Source: an optimization exercise on an open RTL-to-GDS flow (aim: small area, a short achievable clock period and few clock cycles per item). Production flows keep margins and buffers that such runs may drop.
Where RTL was checked, it was by simulation tests only, not by an equivalence proof against the original.

Design oncore_crc, start of the top module:
module oncore_crc (
    input  wire        clk,
    input  wire        rst_n,        
    input  wire [1:0]  cmd,          
    input  wire [4:0]  cmd_order,    
    input  wire [15:0] cmd_poly,     
    input  wire [15:0] cmd_init,     
    input  wire [7:0]  cmd_data,     
    output wire        cmd_ready,
    output wire        res_valid,
    output wire [15:0] res
);
Size: about 68 flip-flops, about 5400 um^2 of cells after synthesis.
Settings: LEC_CHECK=0, CAP_MARGIN=20, CORE_MARGIN=2, CORE_UTILIZATION=40, CTS_BUF_LIST=sky130_fd_sc_hd__clkbuf_8, SETUP_SLACK_MARGIN=3.75, SLEW_MARGIN=20; clock period 6.0 ns.
standard.sh (not shown) runs the stock make flow with config.mk's settings and CLKGATE_MAP_FILE= SYNTH_SCRIPT=/design/flow/synth_recipe.tcl, a recipe that flattens the netlist after the stock synthesis.
==> flow/flow/run.sh <==
#!/bin/bash
# Standard layout, but the port buffers that global placement inserts use
# buf_1 instead of the slow clkdlybuf4s50_1 that buffer_ports picks by itself.
set -euo pipefail
export BUFFER_PORTS_ARGS="-buffer_cell sky130_fd_sc_hd__buf_1"
bash standard.sh > standard.log 2>&1
Testbench counts at the start, summed over its fixed seeds: cycles 35,351, bytes 32,800.
Edit:
--- a/flow/config.mk
+++ b/flow/config.mk
@@ -10,4 +10,4 @@
 export CORE_UTILIZATION = 40
 export CTS_BUF_LIST = sky130_fd_sc_hd__clkbuf_8
-export SETUP_SLACK_MARGIN = 3.75
+export SETUP_SLACK_MARGIN = 3.1
 export SLEW_MARGIN = 20
=>
- The new run completed without violations
- synthesized cell count stays the same
- synthesized area is unchanged
- wire length falls by about 10%
- sequential share of layout area rises by 3.1 points
- worst hold slack barely changes
- design area drops by 13%
- core utilization fell by 6.6 points
- worst setup slack got worse by 200 ps
- die area does not change
Edit:
--- a/flow/config.mk
+++ b/flow/config.mk
@@ -10,4 +10,4 @@
 export CORE_UTILIZATION = 40
 export CTS_BUF_LIST = sky130_fd_sc_hd__clkbuf_8
-export SETUP_SLACK_MARGIN = 3.1
+export SETUP_SLACK_MARGIN = 3.25
 export SLEW_MARGIN = 20
Result: Routed wire length drops slightly. Synthesized cell count is unchanged. Hold slack improved by 4.8 ps. Count of clock-buffer cells in the layout is unchanged. Cell count climbs slightly. Cell area climbs by a few percent. Setup slack improved by 130 ps.
Edit:
--- a/flow/config.mk
+++ b/flow/config.mk
@@ -10,4 +10,6 @@
 export CORE_UTILIZATION = 40
 export CTS_BUF_LIST = sky130_fd_sc_hd__clkbuf_8
+export CTS_CLUSTER_DIAMETER = 100
+export CTS_CLUSTER_SIZE = 25
 export SETUP_SLACK_MARGIN = 3.25
 export SLEW_MARGIN = 20
What happened: The changed run ran to the end with no violations. Via count stays the same. Flip-flop and latch count does not change. Setup slack is unchanged. Final cell count does not change. Routed wire length does not change. Count of clock-buffer cells in the layout stays the same. Die area does not change. Synthesized area stays the same. Global-route usage stays the same.
Edit:
--- a/flow/config.mk
+++ b/flow/config.mk
@@ -10,6 +10,4 @@
 export CORE_UTILIZATION = 40
 export CTS_BUF_LIST = sky130_fd_sc_hd__clkbuf_8
-export CTS_CLUSTER_DIAMETER = 100
-export CTS_CLUSTER_SIZE = 25
-export SETUP_SLACK_MARGIN = 3.25
+export SETUP_SLACK_MARGIN = 3.5
 export SLEW_MARGIN = 20
What happened: Register-to-register slack gets better by 190 ps. First-iteration DRC count fell by 27%. Hold slack improved by 6.1 ps. Final cell count rose by 2.4%. Maximum frequency is higher by 3.6%. Count of clock-buffer cells in the layout is unchanged.

========
## rev 12
oncore_crc, a different RTL version from the one above (not shown whole).
Size: roughly 720 cells after synthesis, about 74 flip-flops, about 67 I/O pins.
Settings: LEC_CHECK=0, CAP_MARGIN=20, CORE_MARGIN=2, CORE_UTILIZATION=65, CTS_BUF_LIST=sky130_fd_sc_hd__clkbuf_4 sky130_fd_sc_hd__clkbuf_8, SETUP_SLACK_MARGIN=3, SLEW_MARGIN=20; clock period 6.0 ns.
run.sh (not shown) runs the stock make flow with config.mk's settings and CLKGATE_MAP_FILE= SYNTH_SCRIPT=/design/flow/synth_recipe.tcl, a recipe that flattens the netlist after the stock synthesis.
Stock flow here: none of the scripts above is used.
The flow did not stop early for rev 12: all stages ran, and the layout cleared the timing, design-rule and antenna checks.
Setup changes, rev 12 to rev 13
diff --git a/flow/config.mk b/flow/config.mk
--- a/flow/config.mk
+++ b/flow/config.mk
@@ -8,6 +8,5 @@
 export CAP_MARGIN = 20
 export CORE_MARGIN = 2
-export CORE_UTILIZATION = 65
-export CTS_BUF_LIST = sky130_fd_sc_hd__clkbuf_4 sky130_fd_sc_hd__clkbuf_8
+export CORE_UTILIZATION = 40
 export SETUP_SLACK_MARGIN = 3
 export SLEW_MARGIN = 20
[rev 13] die outline area rose 0.0063 mm^2 relative to rev 12
Depth of the most critical reg-to-reg path essentially unchanged between rev 12 and rev 13.
On count of placed standard cells in the final layout, fillers left out, the lower figure sits with rev 12, not rev 13.
Compare rev 13 and rev 12 | global-route track usage on met2 higher: rev 12
Re synthesized area: no difference whatsoever between rev 13 and rev 12.
Delta(cell area, rev 13 - rev 12) > 0
On storage element area, rev 13 and rev 12 are neck and neck.
Taking rev 12 as the reference point, the area growth from synthesis to layout of rev 13 rises by 5.8 points.
Rev 13 against rev 12; via count is down by a few percent.
Sort rev 13 and rev 12 by fraction of area in registers asc -> top: rev 13
Function was not checked in any run of this note: the RTL went through the layout flow alone.

## what the ideal ports hide
No port has a modelled driver above. Below, the same layouts with a new extraction and two added sets of constraints.
Step 1 assumes that a clkbuf_16 drives the clock port and a buf_2 every other input.
Step 2 also shifts input and output timing later by t, the mid clock arrival at the registers, as if the neighbouring blocks saw the same clock.
Slacks: ideal ports / drivers / drivers and shift; pairs: ideal ports / drivers.
| run | t (ns) | setup WS [ns] | worst setup path at the end | worst slew at a driven data input, ns |
|---|---|---|---|---|
| the first run of note 1 | 0.391 | 3.397 / 3.306 / 2.915 | input to register | 0.13 |
| the second run of note 1 | 0.397 | 3.194 / 3.177 / 2.781 | input to register | 0.05 |
| the third run of note 1 | 0.398 | 3.328 / 3.245 / 2.847 | input to register | 0.12 |
| the fourth run of note 1 | 0.398 | 3.328 / 3.245 / 2.847 | input to register | 0.12 |
| the fifth run of note 1 | 0.382 | 3.422 / 3.319 / 2.937 | input to register | 0.13 |
| rev 12 | 0.373 | 2.803 / 2.803 / 2.681 | input to register | 0.04 |
| rev 13 | 0.384 | 2.989 / 2.989 / 2.690 | input to register | 0.04 |
After both steps every run listed still meets setup and hold. For the fifth run of note 1, which loses most, drivers alone change the setup slack by -0.103 ns; drivers and shift together by -0.485 ns.
